What follows belongs to an exercise in optimizing a design on an open flow for small area and a short achievable clock period; a production flow would make more cautious choices.
RTL that was checked went through simulation tests only; none was proved equivalent to the original.
The RTL of run 2 was laid out without a check of its function.

## flow/design.v (module list and top-level ports; edited modules follow where they fit)
// module zre_mono: 949 lines
// module zre_fa: 10 lines
// module zre_ha: 9 lines
// module zre_a21oi: 8 lines
// module zre_and2: 7 lines
// module zre_inv: 6 lines
// module zre_nand2: 7 lines
// module zre_nor2: 7 lines
// module zre_o21ai: 8 lines
// module zre_or2: 7 lines
// module zre_xnor2: 7 lines
// module zre_xor2: 7 lines
module zre_mono (
    input  wire        clk,
    input  wire        rst,
    input  wire        start,
    input  wire [6:0]  black,
    input  wire        skip,
    input  wire [15:0] width,
    input  wire        pix_valid,
    input  wire [7:0]  pix_r,
    input  wire [7:0]  pix_g,
    input  wire [7:0]  pix_b,
    input  wire [7:0]  pix_a,
    input  wire        pix_last,
    output reg         dark_valid,
    output reg         dark,
    output reg         res_valid,
    output wire        res_err,
    output reg  [15:0] box_x,
    output reg  [15:0] box_y,
    output reg  [15:0] box_w,
    output reg  [15:0] box_h
);
  // ...
==> flow/flow/run.sh <==
#!/bin/bash
# Standard ORFS flow (the standard.sh): synthesis unchanged, then the
# layout with the ports buffered by buf_1 cells and setup repair aimed at a
# slack margin of 9.0 ns. Each step's output goes to its own log file here.
set -e
bash standard.sh synth > synth.log 2>&1
bash standard.sh "BUFFER_PORTS_ARGS=-buffer_cell sky130_fd_sc_hd__buf_1" SETUP_SLACK_MARGIN=9.0  finish > layout.log 2>&1
==> flow/standard.sh <==
#!/bin/bash
# synth_recipe.tcl (not shown) runs the flow's synth.tcl, then flattens the netlist and writes it again
# the make line also repeats each setting of config.mk as NAME=value (left out here)
make -C /OpenROAD-flow-scripts/flow DESIGN_CONFIG=/design/flow/config.mk WORK_HOME=/design/flow/orfs CLKGATE_MAP_FILE= SYNTH_SCRIPT=/design/flow/synth_recipe.tcl "${@:-finish}"
==> flow/config.mk <==
export PLATFORM = sky130hd
export DESIGN_NAME = zre_mono
export DESIGN_NICKNAME = zre_mono
export VERILOG_FILES = /design/flow/design.v
export SDC_FILE = /design/flow/constraint.sdc
export NUM_CORES = 4
export LEC_CHECK = 0
export CAP_MARGIN = 20
export CORE_MARGIN = 2
export CORE_UTILIZATION = 40
export PLACE_DENSITY = 0.6
export SLEW_MARGIN = 20
export SYNTH_HIERARCHICAL = 1
export SYNTH_MINIMUM_KEEP_SIZE = 0
==> flow/constraint.sdc <==
create_clock -name core_clock -period 13.0 [get_ports {clk}]
set_input_delay 2.6000 -clock core_clock [delete_from_list [all_inputs] [get_ports {clk}]]
set_output_delay 2.6000 -clock core_clock [all_outputs]
set_load 0.01 [all_outputs]
==> summary.txt, run 1 <==
Status: finished clean
Critical path's top delay family: adder cells
Buffers, non-clock: 146
Min cycle time layout: 3.921 ns
Crit. End Element: register
Worst R2R End: dark
CTS tree: built
Max Cap Viol: 0
Post-route cell area: 0.01532 sq mm
Area leader, netlist: dfxtp_1
Adder-cell share of the synthesized area: 27.79%
CTS buffer count: 17
Post-synthesis sequential area ratio: 30.33%
Fraction of registers with async set/reset: 0%
First-pass GRT wire length: 55230 um
Resize count post-CTS: 10
Vias per std cell: 5.095
Combinational family with the most area after synthesis: adder cells
Worst setup path endpoint: dark
Cells after Synth: 1466
Hold EP: s1_a[2]
H-tree depth: 4
Area Overhead vs Synth: 12.13%
Skew final: 0.01213 ns
Xor/xnor share of the synthesized area: 6.686%
M2 GR Usage: 30.84%
Synth Cell Area: 0.01366 sq mm
Post-route ant nets: 0
Post-CTS setup buffers: 0
Final core utilization: 45.57%
Die Height: 188.8 um
Max-slew headroom: 35.21%
Compound-Gate Fraction of Synth Area: 8.407%
==> run 2: changes to the inputs <==
--- a/flow/design.v
+++ b/flow/design.v
@@ -45,24 +45,16 @@
         s0_a    <= pix_a;
     end
     wire [7:0] s0_rn = ~s0_r;
     wire [7:0] s0_gn = ~s0_g;
     wire [7:0] s0_bn = ~s0_b;
     reg        s1_v, s1_last, s1_ok;
     reg [6:0]  s1_a;
     reg [16:0] s1_d;
-    wire [16:0] s1_dn = ~s1_d;
-    wire [16:0] ppn0  = ~(s1_d & {17{s1_a[0]}});
-    wire [16:0] ppn1  = ~(s1_d & {17{s1_a[1]}});
-    wire [16:0] ppn2  = ~(s1_d & {17{s1_a[2]}});
-    wire [16:0] ppn3  = ~(s1_d & {17{s1_a[3]}});
-    wire [16:0] ppn4  = ~(s1_d & {17{s1_a[4]}});
-    wire [16:0] ppn5  = ~(s1_d & {17{s1_a[5]}});
-    wire [16:0] ppn6  = ~(s1_d & {17{s1_a[6]}});
     wire d_1, d_2;
     zre_ha u_d_1 (.a(s0_r[2]), .b(s0_g[1]), .s(d_1), .co(d_2));
     wire d_3, d_4;
     zre_fa u_d_3 (.a(s0_r[3]), .b(s0_g[2]), .c(s0_g[4]), .s(d_3), .co(d_4));
     wire d_5, d_6;
     zre_fa u_d_5 (.a(s0_rn[0]), .b(s0_r[4]), .c(s0_g[3]), .s(d_5), .co(d_6));
     wire d_7, d_8;
     zre_ha u_d_7 (.a(s0_g[5]), .b(s0_bn[2]), .s(d_7), .co(d_8));
@@ -324,16 +316,160 @@
     zre_xor2 u_d_194 (.a(1'b1), .b(d_193), .y(d_194));
     wire d_195;
     zre_and2 u_d_195 (.a(1'b1), .b(d_193), .y(d_195));
     wire d_196;
     zre_xor2 u_d_196 (.a(1'b1), .b(d_195), .y(d_196));
     wire d_197;
     zre_and2 u_d_197 (.a(1'b1), .b(d_195), .y(d_197));
     wire [16:0] d_sum = {d_197, d_196, d_194, d_192, d_191, d_190, d_189, d_188, d_187, d_186, d_185, d_184, d_183, d_182, d_181, d_180, d_103};
+    wire [16:0] s1_dn;
+    wire [16:0] ppn0;
+    wire [16:0] ppn1;
+    wire [16:0] ppn2;
+    wire [16:0] ppn3;
+    wire [16:0] ppn4;
+    wire [16:0] ppn5;
+    wire [16:0] ppn6;
+    zre_inv u_dn0 (.a(s1_d[0]), .y(s1_dn[0]));
+    zre_nand2 u_pp0_0 (.a(s1_d[0]), .b(s1_a[0]), .y(ppn0[0]));
+    zre_nand2 u_pp1_0 (.a(s1_d[0]), .b(s1_a[1]), .y(ppn1[0]));
+    zre_nand2 u_pp2_0 (.a(s1_d[0]), .b(s1_a[2]), .y(ppn2[0]));
+    zre_nand2 u_pp3_0 (.a(s1_d[0]), .b(s1_a[3]), .y(ppn3[0]));
+    zre_nand2 u_pp4_0 (.a(s1_d[0]), .b(s1_a[4]), .y(ppn4[0]));
+    zre_nand2 u_pp5_0 (.a(s1_d[0]), .b(s1_a[5]), .y(ppn5[0]));
+    zre_nand2 u_pp6_0 (.a(s1_d[0]), .b(s1_a[6]), .y(ppn6[0]));
+    zre_inv u_dn1 (.a(s1_d[1]), .y(s1_dn[1]));
+    zre_nand2 u_pp0_1 (.a(s1_d[1]), .b(s1_a[0]), .y(ppn0[1]));
+    zre_nand2 u_pp1_1 (.a(s1_d[1]), .b(s1_a[1]), .y(ppn1[1]));
+    zre_nand2 u_pp2_1 (.a(s1_d[1]), .b(s1_a[2]), .y(ppn2[1]));
+    zre_nand2 u_pp3_1 (.a(s1_d[1]), .b(s1_a[3]), .y(ppn3[1]));
+    zre_nand2 u_pp4_1 (.a(s1_d[1]), .b(s1_a[4]), .y(ppn4[1]));
+    zre_nand2 u_pp5_1 (.a(s1_d[1]), .b(s1_a[5]), .y(ppn5[1]));
+    zre_nand2 u_pp6_1 (.a(s1_d[1]), .b(s1_a[6]), .y(ppn6[1]));
+    zre_inv u_dn2 (.a(s1_d[2]), .y(s1_dn[2]));
+    zre_nand2 u_pp0_2 (.a(s1_d[2]), .b(s1_a[0]), .y(ppn0[2]));
+    zre_nand2 u_pp1_2 (.a(s1_d[2]), .b(s1_a[1]), .y(ppn1[2]));
+    zre_nand2 u_pp2_2 (.a(s1_d[2]), .b(s1_a[2]), .y(ppn2[2]));
+    zre_nand2 u_pp3_2 (.a(s1_d[2]), .b(s1_a[3]), .y(ppn3[2]));
+    zre_nand2 u_pp4_2 (.a(s1_d[2]), .b(s1_a[4]), .y(ppn4[2]));
+    zre_nand2 u_pp5_2 (.a(s1_d[2]), .b(s1_a[5]), .y(ppn5[2]));
+    zre_nand2 u_pp6_2 (.a(s1_d[2]), .b(s1_a[6]), .y(ppn6[2]));
+    zre_inv u_dn3 (.a(s1_d[3]), .y(s1_dn[3]));
+    zre_nand2 u_pp0_3 (.a(s1_d[3]), .b(s1_a[0]), .y(ppn0[3]));
+    zre_nand2 u_pp1_3 (.a(s1_d[3]), .b(s1_a[1]), .y(ppn1[3]));
+    zre_nand2 u_pp2_3 (.a(s1_d[3]), .b(s1_a[2]), .y(ppn2[3]));
+    zre_nand2 u_pp3_3 (.a(s1_d[3]), .b(s1_a[3]), .y(ppn3[3]));
+    zre_nand2 u_pp4_3 (.a(s1_d[3]), .b(s1_a[4]), .y(ppn4[3]));
+    zre_nand2 u_pp5_3 (.a(s1_d[3]), .b(s1_a[5]), .y(ppn5[3]));
+    zre_nand2 u_pp6_3 (.a(s1_d[3]), .b(s1_a[6]), .y(ppn6[3]));
+    zre_inv u_dn4 (.a(s1_d[4]), .y(s1_dn[4]));
+    zre_nand2 u_pp0_4 (.a(s1_d[4]), .b(s1_a[0]), .y(ppn0[4]));
+    zre_nand2 u_pp1_4 (.a(s1_d[4]), .b(s1_a[1]), .y(ppn1[4]));
+    zre_nand2 u_pp2_4 (.a(s1_d[4]), .b(s1_a[2]), .y(ppn2[4]));
+    zre_nand2 u_pp3_4 (.a(s1_d[4]), .b(s1_a[3]), .y(ppn3[4]));
+    zre_nand2 u_pp4_4 (.a(s1_d[4]), .b(s1_a[4]), .y(ppn4[4]));
+    zre_nand2 u_pp5_4 (.a(s1_d[4]), .b(s1_a[5]), .y(ppn5[4]));
+    zre_nand2 u_pp6_4 (.a(s1_d[4]), .b(s1_a[6]), .y(ppn6[4]));
+    zre_inv u_dn5 (.a(s1_d[5]), .y(s1_dn[5]));
+    zre_nand2 u_pp0_5 (.a(s1_d[5]), .b(s1_a[0]), .y(ppn0[5]));
+    zre_nand2 u_pp1_5 (.a(s1_d[5]), .b(s1_a[1]), .y(ppn1[5]));
+    zre_nand2 u_pp2_5 (.a(s1_d[5]), .b(s1_a[2]), .y(ppn2[5]));
+    zre_nand2 u_pp3_5 (.a(s1_d[5]), .b(s1_a[3]), .y(ppn3[5]));
+    zre_nand2 u_pp4_5 (.a(s1_d[5]), .b(s1_a[4]), .y(ppn4[5]));
+    zre_nand2 u_pp5_5 (.a(s1_d[5]), .b(s1_a[5]), .y(ppn5[5]));
+    zre_nand2 u_pp6_5 (.a(s1_d[5]), .b(s1_a[6]), .y(ppn6[5]));
+    zre_inv u_dn6 (.a(s1_d[6]), .y(s1_dn[6]));
+    zre_nand2 u_pp0_6 (.a(s1_d[6]), .b(s1_a[0]), .y(ppn0[6]));
+    zre_nand2 u_pp1_6 (.a(s1_d[6]), .b(s1_a[1]), .y(ppn1[6]));
+    zre_nand2 u_pp2_6 (.a(s1_d[6]), .b(s1_a[2]), .y(ppn2[6]));
+    zre_nand2 u_pp3_6 (.a(s1_d[6]), .b(s1_a[3]), .y(ppn3[6]));
+    zre_nand2 u_pp4_6 (.a(s1_d[6]), .b(s1_a[4]), .y(ppn4[6]));
+    zre_nand2 u_pp5_6 (.a(s1_d[6]), .b(s1_a[5]), .y(ppn5[6]));
+    zre_nand2 u_pp6_6 (.a(s1_d[6]), .b(s1_a[6]), .y(ppn6[6]));
+    zre_inv u_dn7 (.a(s1_d[7]), .y(s1_dn[7]));
+    zre_nand2 u_pp0_7 (.a(s1_d[7]), .b(s1_a[0]), .y(ppn0[7]));
+    zre_nand2 u_pp1_7 (.a(s1_d[7]), .b(s1_a[1]), .y(ppn1[7]));
+    zre_nand2 u_pp2_7 (.a(s1_d[7]), .b(s1_a[2]), .y(ppn2[7]));
+    zre_nand2 u_pp3_7 (.a(s1_d[7]), .b(s1_a[3]), .y(ppn3[7]));
+    zre_nand2 u_pp4_7 (.a(s1_d[7]), .b(s1_a[4]), .y(ppn4[7]));
+    zre_nand2 u_pp5_7 (.a(s1_d[7]), .b(s1_a[5]), .y(ppn5[7]));
+    zre_nand2 u_pp6_7 (.a(s1_d[7]), .b(s1_a[6]), .y(ppn6[7]));
+    zre_inv u_dn8 (.a(s1_d[8]), .y(s1_dn[8]));
+    zre_nand2 u_pp0_8 (.a(s1_d[8]), .b(s1_a[0]), .y(ppn0[8]));
+    zre_nand2 u_pp1_8 (.a(s1_d[8]), .b(s1_a[1]), .y(ppn1[8]));
+    zre_nand2 u_pp2_8 (.a(s1_d[8]), .b(s1_a[2]), .y(ppn2[8]));
+    zre_nand2 u_pp3_8 (.a(s1_d[8]), .b(s1_a[3]), .y(ppn3[8]));
+    zre_nand2 u_pp4_8 (.a(s1_d[8]), .b(s1_a[4]), .y(ppn4[8]));
+    zre_nand2 u_pp5_8 (.a(s1_d[8]), .b(s1_a[5]), .y(ppn5[8]));
+    zre_nand2 u_pp6_8 (.a(s1_d[8]), .b(s1_a[6]), .y(ppn6[8]));
+    zre_inv u_dn9 (.a(s1_d[9]), .y(s1_dn[9]));
+    zre_nand2 u_pp0_9 (.a(s1_d[9]), .b(s1_a[0]), .y(ppn0[9]));
+    zre_nand2 u_pp1_9 (.a(s1_d[9]), .b(s1_a[1]), .y(ppn1[9]));
+    zre_nand2 u_pp2_9 (.a(s1_d[9]), .b(s1_a[2]), .y(ppn2[9]));
+    zre_nand2 u_pp3_9 (.a(s1_d[9]), .b(s1_a[3]), .y(ppn3[9]));
+    zre_nand2 u_pp4_9 (.a(s1_d[9]), .b(s1_a[4]), .y(ppn4[9]));
+    zre_nand2 u_pp5_9 (.a(s1_d[9]), .b(s1_a[5]), .y(ppn5[9]));
+    zre_nand2 u_pp6_9 (.a(s1_d[9]), .b(s1_a[6]), .y(ppn6[9]));
+    zre_inv u_dn10 (.a(s1_d[10]), .y(s1_dn[10]));
+    zre_nand2 u_pp0_10 (.a(s1_d[10]), .b(s1_a[0]), .y(ppn0[10]));
+    zre_nand2 u_pp1_10 (.a(s1_d[10]), .b(s1_a[1]), .y(ppn1[10]));
+    zre_nand2 u_pp2_10 (.a(s1_d[10]), .b(s1_a[2]), .y(ppn2[10]));
+    zre_nand2 u_pp3_10 (.a(s1_d[10]), .b(s1_a[3]), .y(ppn3[10]));
+    zre_nand2 u_pp4_10 (.a(s1_d[10]), .b(s1_a[4]), .y(ppn4[10]));
+    zre_nand2 u_pp5_10 (.a(s1_d[10]), .b(s1_a[5]), .y(ppn5[10]));
+    zre_nand2 u_pp6_10 (.a(s1_d[10]), .b(s1_a[6]), .y(ppn6[10]));
+    zre_inv u_dn11 (.a(s1_d[11]), .y(s1_dn[11]));
+    zre_nand2 u_pp0_11 (.a(s1_d[11]), .b(s1_a[0]), .y(ppn0[11]));
+    zre_nand2 u_pp1_11 (.a(s1_d[11]), .b(s1_a[1]), .y(ppn1[11]));
+    zre_nand2 u_pp2_11 (.a(s1_d[11]), .b(s1_a[2]), .y(ppn2[11]));
+    zre_nand2 u_pp3_11 (.a(s1_d[11]), .b(s1_a[3]), .y(ppn3[11]));
+    zre_nand2 u_pp4_11 (.a(s1_d[11]), .b(s1_a[4]), .y(ppn4[11]));
+    zre_nand2 u_pp5_11 (.a(s1_d[11]), .b(s1_a[5]), .y(ppn5[11]));
+    zre_nand2 u_pp6_11 (.a(s1_d[11]), .b(s1_a[6]), .y(ppn6[11]));
+    zre_inv u_dn12 (.a(s1_d[12]), .y(s1_dn[12]));
+    zre_nand2 u_pp0_12 (.a(s1_d[12]), .b(s1_a[0]), .y(ppn0[12]));
+    zre_nand2 u_pp1_12 (.a(s1_d[12]), .b(s1_a[1]), .y(ppn1[12]));
+    zre_nand2 u_pp2_12 (.a(s1_d[12]), .b(s1_a[2]), .y(ppn2[12]));
+    zre_nand2 u_pp3_12 (.a(s1_d[12]), .b(s1_a[3]), .y(ppn3[12]));
+    zre_nand2 u_pp4_12 (.a(s1_d[12]), .b(s1_a[4]), .y(ppn4[12]));
+    zre_nand2 u_pp5_12 (.a(s1_d[12]), .b(s1_a[5]), .y(ppn5[12]));
+    zre_nand2 u_pp6_12 (.a(s1_d[12]), .b(s1_a[6]), .y(ppn6[12]));
+    zre_inv u_dn13 (.a(s1_d[13]), .y(s1_dn[13]));
+    zre_nand2 u_pp0_13 (.a(s1_d[13]), .b(s1_a[0]), .y(ppn0[13]));
+    zre_nand2 u_pp1_13 (.a(s1_d[13]), .b(s1_a[1]), .y(ppn1[13]));
+    zre_nand2 u_pp2_13 (.a(s1_d[13]), .b(s1_a[2]), .y(ppn2[13]));
+    zre_nand2 u_pp3_13 (.a(s1_d[13]), .b(s1_a[3]), .y(ppn3[13]));
+    zre_nand2 u_pp4_13 (.a(s1_d[13]), .b(s1_a[4]), .y(ppn4[13]));
+    zre_nand2 u_pp5_13 (.a(s1_d[13]), .b(s1_a[5]), .y(ppn5[13]));
+    zre_nand2 u_pp6_13 (.a(s1_d[13]), .b(s1_a[6]), .y(ppn6[13]));
+    zre_inv u_dn14 (.a(s1_d[14]), .y(s1_dn[14]));
+    zre_nand2 u_pp0_14 (.a(s1_d[14]), .b(s1_a[0]), .y(ppn0[14]));
+    zre_nand2 u_pp1_14 (.a(s1_d[14]), .b(s1_a[1]), .y(ppn1[14]));
+    zre_nand2 u_pp2_14 (.a(s1_d[14]), .b(s1_a[2]), .y(ppn2[14]));
+    zre_nand2 u_pp3_14 (.a(s1_d[14]), .b(s1_a[3]), .y(ppn3[14]));
+    zre_nand2 u_pp4_14 (.a(s1_d[14]), .b(s1_a[4]), .y(ppn4[14]));
+    zre_nand2 u_pp5_14 (.a(s1_d[14]), .b(s1_a[5]), .y(ppn5[14]));
+    zre_nand2 u_pp6_14 (.a(s1_d[14]), .b(s1_a[6]), .y(ppn6[14]));
+    zre_inv u_dn15 (.a(s1_d[15]), .y(s1_dn[15]));
+    zre_nand2 u_pp0_15 (.a(s1_d[15]), .b(s1_a[0]), .y(ppn0[15]));
+    zre_nand2 u_pp1_15 (.a(s1_d[15]), .b(s1_a[1]), .y(ppn1[15]));
+    zre_nand2 u_pp2_15 (.a(s1_d[15]), .b(s1_a[2]), .y(ppn2[15]));
+    zre_nand2 u_pp3_15 (.a(s1_d[15]), .b(s1_a[3]), .y(ppn3[15]));
+    zre_nand2 u_pp4_15 (.a(s1_d[15]), .b(s1_a[4]), .y(ppn4[15]));
+    zre_nand2 u_pp5_15 (.a(s1_d[15]), .b(s1_a[5]), .y(ppn5[15]));
+    zre_nand2 u_pp6_15 (.a(s1_d[15]), .b(s1_a[6]), .y(ppn6[15]));
+    zre_inv u_dn16 (.a(s1_d[16]), .y(s1_dn[16]));
+    zre_nand2 u_pp0_16 (.a(s1_d[16]), .b(s1_a[0]), .y(ppn0[16]));
+    zre_nand2 u_pp1_16 (.a(s1_d[16]), .b(s1_a[1]), .y(ppn1[16]));
+    zre_nand2 u_pp2_16 (.a(s1_d[16]), .b(s1_a[2]), .y(ppn2[16]));
+    zre_nand2 u_pp3_16 (.a(s1_d[16]), .b(s1_a[3]), .y(ppn3[16]));
+    zre_nand2 u_pp4_16 (.a(s1_d[16]), .b(s1_a[4]), .y(ppn4[16]));
+    zre_nand2 u_pp5_16 (.a(s1_d[16]), .b(s1_a[5]), .y(ppn5[16]));
+    zre_nand2 u_pp6_16 (.a(s1_d[16]), .b(s1_a[6]), .y(ppn6[16]));
     wire m_1, m_2;
     zre_ha u_m_1 (.a(ppn0[5]), .b(ppn1[4]), .s(m_1), .co(m_2));
     wire m_3, m_4;
     zre_fa u_m_3 (.a(ppn0[6]), .b(ppn1[5]), .c(ppn2[4]), .s(m_3), .co(m_4));
     wire m_5, m_6;
     zre_ha u_m_5 (.a(ppn3[3]), .b(ppn4[2]), .s(m_5), .co(m_6));
     wire m_7, m_8;
     zre_fa u_m_7 (.a(ppn0[7]), .b(ppn1[6]), .c(ppn2[5]), .s(m_7), .co(m_8));
@@ -871,67 +1007,72 @@
     wire m_ge = ~(m_397 ^ m_top);
     always @(posedge clk) begin
         s1_v    <= s0_v & ~rst;
         s1_last <= s0_last;
         s1_ok   <= s0_a[7];
         s1_a    <= s0_a[6:0];
         s1_d    <= d_sum;
     end
-    reg s2_last;
+    reg t_v, t_dk, t_last;
     always @(posedge clk) begin
         dark_valid <= s1_v & ~rst;
-        s2_last    <= s1_last;
         dark       <= m_ge & s1_ok & ~cfg_err;
+        t_v        <= s1_v & ~rst;
+        t_dk       <= m_ge & s1_ok & ~cfg_err & ~cfg_skip;
+        t_last     <= s1_last;
     end
     reg  [15:0] x, yc;
-    reg         found, rb, past, cy;
+    reg         st_r, found, rb, past, cy;
     reg  [3:0]  fin;
-    wire        dk      = dark & ~cfg_skip;
     wire [15:0] x_inc   = x + 16'd1;
-    wire        wrap    = (x_inc == cfg_w);
+    wire [15:0] w_t     = x ^ cfg_w;
+    wire [15:0] w_u     = x & ~cfg_w;
+    wire [15:0] w_ok    = ~({1'b0, w_t[15:1]} ^ w_u);
+    wire        wrap    = w_t[0] & (&w_ok);
     wire        eq_min  = (x == box_x);
     wire        eq_mx   = (x == box_w);
-    wire        upd_min = dk & (~found | ~rb);
-    wire        upd_max = dk & (~found | past | eq_mx);
+    wire        upd_min = t_dk & (~found | ~rb);
+    wire        upd_max = t_dk & (~found | past | eq_mx);
     wire        whole   = cfg_skip & ~cfg_err;
     wire [15:0] sub_s, sub_co;
     wire [15:0] sub_ci = {sub_co[14:12], cy, sub_co[10:8], cy, sub_co[6:4], cy, sub_co[2:0], 1'b1};
     genvar gi;
     generate
         for (gi = 0; gi < 16; gi = gi + 1) begin : g_sub
             zre_fa u_fa (.a(box_w[gi]), .b(~box_x[gi]), .c(sub_ci[gi]), .s(sub_s[gi]), .co(sub_co[gi]));
         end
     endgenerate
     always @(posedge clk) begin
-        fin       <= {fin[2:0], dark_valid & s2_last} & {4{~rst}};
+        st_r      <= start;
+        fin       <= {fin[2:0], t_v & t_last} & {4{~rst}};
         res_valid <= fin[3] & ~rst;
-        if (start) begin
+        if (st_r) begin
             x     <= 16'd0;
             yc    <= 16'd0;
             found <= 1'b0;
             rb    <= 1'b0;
             past  <= 1'b0;
             box_x <= 16'd0;
             box_y <= 16'd0;
             box_w <= 16'd0;
             box_h <= 16'd0;
-        end else if (dark_valid) begin
+        end else if (t_v) begin
             x     <= wrap ? 16'd0 : x_inc;
             rb    <= ~wrap & (rb | eq_min | upd_min);
             past  <= ~wrap & (past | eq_mx);
-            found <= found | dk;
+            found <= found | t_dk;
             if (upd_min) box_x <= x;
             if (upd_max) box_w <= x_inc;
-            if (dk & ~found) begin
+            if (t_dk & ~found) begin
                 box_y <= yc;
                 box_h <= 16'd1;
                 yc    <= wrap ? 16'd2 : 16'd1;
             end else begin
-                if (dk) box_h <= yc;
+                if (t_dk) box_h <= yc;
                 if (wrap) yc <= yc + 16'd1;
             end
         end else begin
             if (fin[0]) begin
                 if (whole) begin
                     box_w <= cfg_w;
                     box_h <= yc;
                 end else begin
==> flow/flow/run.sh (replaced) <==
#!/bin/bash
# Standard ORFS flow (the standard.sh): synthesis unchanged, then the
# layout with the ports buffered by buf_1 cells and setup repair aimed at a
# slack margin of 9.2 ns. Each step's output goes to its own log file here.
set -e
bash standard.sh synth > synth.log 2>&1
bash standard.sh "BUFFER_PORTS_ARGS=-buffer_cell sky130_fd_sc_hd__buf_1" SETUP_SLACK_MARGIN=9.2  finish > layout.log 2>&1
==> run 2 against run 1 <==
  * Global-route usage is 1.2 points higher
  * Critical path depth stayed put
  * Utilization is 2.2 points higher
  * Register-to-register slack worse by 0.08 ns
  * Cell area is 3.7% higher
  * Critical endpoint is now t_dk
  * Critical path type unchanged
  * Still clean on timing, DRC and antenna
  * Largest cell class unchanged
  * Clock skew is 0.0077 ns higher
==> summary.txt, run 2 <==
Wirelength per Cell: 16.99 um
Max Clock Freq: 0.2500 GHz
Post-DP HPWL: 25430 um
Synth Cell Area: 0.01344 sq mm (-1.6%)
Top-count cell post-synth: nand2_1
CTS tree: built
GRT Util Overall: 20.75%
Worst-Skew Late Latency: 0.46 ns
Top reg by flops: s1_d
Largest register FFs: 17
Most frequent CP cell: fa_1
Io pins: 129
CP arrival: 4.39 ns
Number of synthesized flops with an enable pin: 26
Synth cell types: 61
Rows: 67
GR Util met3: 3.921%
M2 GR Usage: 33.83% (+3.0 points)
Status: finished clean
Post-synthesis average cell area: 9.438 sq um
Cells after Synth: 1424 (-2.9%)
Fill count: 3139
Remaining global-route overflow: 0
GRT met1 Usage: 27.85%
CTS Sinks: 196
Post-synthesis sequential area ratio: 31.13% (+0.80 points)
GP Congestion: 0.8777
Top_reg_cell synth: dfxtp_1
Starting density of the core: 40.38%
Vias per std cell: 5.173 (+1.5%)
Worst Max-Slew Pin Slew: 0.9932 ns
NumNets Final: 1858
Post-synthesis register bit count: 196
DIE WIDTH: 187.3 um
Detailed Routing Iterations Pass 1: 5
Worst Hold Class: register to register
H-tree depth: 4 (unchanged)
Commonest cells post-synth: 288 x nand2_1, 170 x dfxtp_1, 161 x fa_1, 112 x inv_1, 97 x a21oi_1
Antenna cells: 0
WP buf/inv: 1
Setup TNS: 0 ns
Core Region: 0.03328 sq mm
Area leader, netlist: dfxtp_1
Final setup vio count: 0
Placement Cell Area: 0.01432 sq mm
Startpoint Class: register
Yosys warning count: 7
Die Height: 187.3 um (-0.80%)
Final hold vios: 0
Max Cap Viol: 0 (unchanged)
Critical path's top delay family: adder cells
Unrepaired setup endpoints after global routing: true
Crit-path max FO: 5
Post-route DRC violation count: 0
Min cycle time layout: 4.001 ns (+0.08022 ns)
GRT Max-Usage Layer: met2
CTS buffer count: 17 (unchanged)
Number of port buffers: 128
Crit. End Element: register
Routed WL: 34580 um
Synth area leaders: dfxtp_1 25%, fa_1 24%, nand2_1 8.0%
Fin crit share: 30.78%
CP Cell Sequence: buf_4, nand2_1, fa_1, fa_1, fa_1, fa_1, or2_1, nor2_2, nor2_2, a21oi_2, o21ai_2, a21oi_4, o21ai_2, xnor2_1, and3_1, nor2b_1
CP Class: register to register
Fraction of registers with async set/reset: 0% (unchanged)
Slowest Stage Delay on Critical Path: 0.53 ns
Top-area cell type share of the netlist area: 25.32%
Max-slew headroom: 33.17% (-2.0 points)
Final max-slew violation count: 0
Area Overhead vs Synth: 18.20%
Clock root buffer: clkbuf_16
Most frequent cells in the layout: 285 x nand2_1, 136 x dfxtp_1, 126 x buf_1
Clock Pin Slew Worst Setup and Hold Paths: 0.07 ns
Via Count: 10532
Initial antenna violation count: 0
Post-route ant nets: 0 (unchanged)
FF-to-FF setup slack: 9.00 ns
Slowest stage cell, crit path: fa_1
Die ar.: 0.03508 sq mm
Skew final: 0.01980 ns (+0.007674 ns)
Share of cells above drive strength 1: 15.74%
Commonest non-fill, non-tap cell in the layout: nand2_1
Worst Path Required: 13.39 ns
Drt initial violations: 807
Max Root-Sink Buffers: 2
First-pass GRT wire length: 57440 um (+4.0%)
Largest net degree at the start of global routing: 92
Post-route cell area: 0.01589 sq mm (+3.7%)
Number of global-route vias before repair: 10872
-- run 2: per-module statistics from Yosys, one instance, submodules excluded --
| module | copies in the design | cell area, sq um |
|---|---|---|
| zre_mono | 1 | 7999 |
| zre_fa | 161 | 20.02 |
| zre_ha | 43 | 12.51 |
| zre_a21oi | 26 | 8.758 |
| zre_xnor2 | 24 | 8.758 |
| zre_xor2 | 9 | 8.758 |
| zre_and2 | 2 | 6.256 |
| zre_or2 | 19 | 6.256 |
| zre_o21ai | 23 | 5.005 |
| zre_inv | 44 | 3.754 |
| zre_nand2 | 161 | 3.754 |
| zre_nor2 | 39 | 3.754 |
-- run 2: kinds of logic (layout without fill, tap and decap cells) --
family	Yosys count	after routing	synth area share [%]
multiplexers	8	8	0.6238
AO/OA/AOI/OAI	213	213	9.887
AND/OR/NAND/NOR	515	515	17.42
other	2	10	0.05588
buffers and inverters	172	328	4.962
XOR/XNOR	96	96	6.256
adder cells (fa/ha/maj)	222	222	29.66
flip-flops	196	196	31.13
-- run 2: timing repair --
item                       in CTS  in global routing
pin swaps                      59                 24
setup endpoints to repair       6                 11
gates resized for setup       110                 38
buffers inserted               40                  8
cloned                          2                  0
hold buffers                    0                  0
-- run 2: area by class of cell --
| type | count | area (sq um) | share of cell area [%] |
|---|---|---|---|
| Multi-Input combinational cell | 1064 | 8995 | 56.62 |
| Sequential cell | 196 | 4267 | 26.86 |
| Timing Repair Buffer | 183 | 1040 | 6.545 |
| Tap cell | 448 | 560.5 | 3.529 |
| Clock buffer | 19 | 464.2 | 2.922 |
| Inverter | 113 | 424.2 | 2.670 |
| Clock inverter | 13 | 135.1 | 0.8507 |
-- run 2: per-stage QoR --
step	std cells	utilization [%]	setup WS, ns	hold WS, ns
CTS	2028	47.16	9.014	0.3271
finish	2036	47.73	8.999	0.3265
floorplan	1432	-	9.206	0.3089
global placement	1953	43.01	8.601	0.3124
detailed placement	1954	43.04	8.591	0.3121
global route	2036	47.73	8.826	0.3281
-- run 2: worst paths after layout --
path                               from      end  cells after the start
worst max register to register  s1_a[1]     t_dk                     16
worst max-delay path            s1_a[1]     t_dk                     16
worst min register to register  s0_a[4]  s1_a[4]                      0
worst min-delay path            s0_a[4]  s1_a[4]                      0
-- run 2: per-layer routing --
metal  share of wire [%]  wire length, um  up-vias
met5                   0                0        -
met4                 2.3              779        0
met3                 5.1             1759       57
met2                  47            16280      284
met1                  46            15770     5218
li1                    -                -     4973

## what the ideal ports hide
The flow's constraints put no driver on any port. The routed layouts listed below were extracted and timed again, unchanged, in two steps.
Step 1 sets driving cells, clkbuf_16 on the clock port and buf_2 on the other inputs (assumed; they add their load-dependent delay and slew).
Step 2, shift: input delay + t, output delay - t, t = (earliest + latest rising clock arrival at the registers) / 2. This alone moves slack from input paths to output paths.
Three values: ideal, step 1, step 2; two values: the first two.
| run | shift t [ns] | slack for setup (ns) | worst slew at a driven data input, ns |
|---|---|---|---|
| run 1 | 0.494 | 9.079 / 9.078 / 8.696 | 0.08 |
| run 2 | 0.506 | 8.999 / 8.999 / 8.999 | 0.05 |
After both steps setup and hold are still met in every run listed. The setup slack of run 1, which loses most, moves by -0.001 ns with the drivers and by -0.383 ns with both steps.
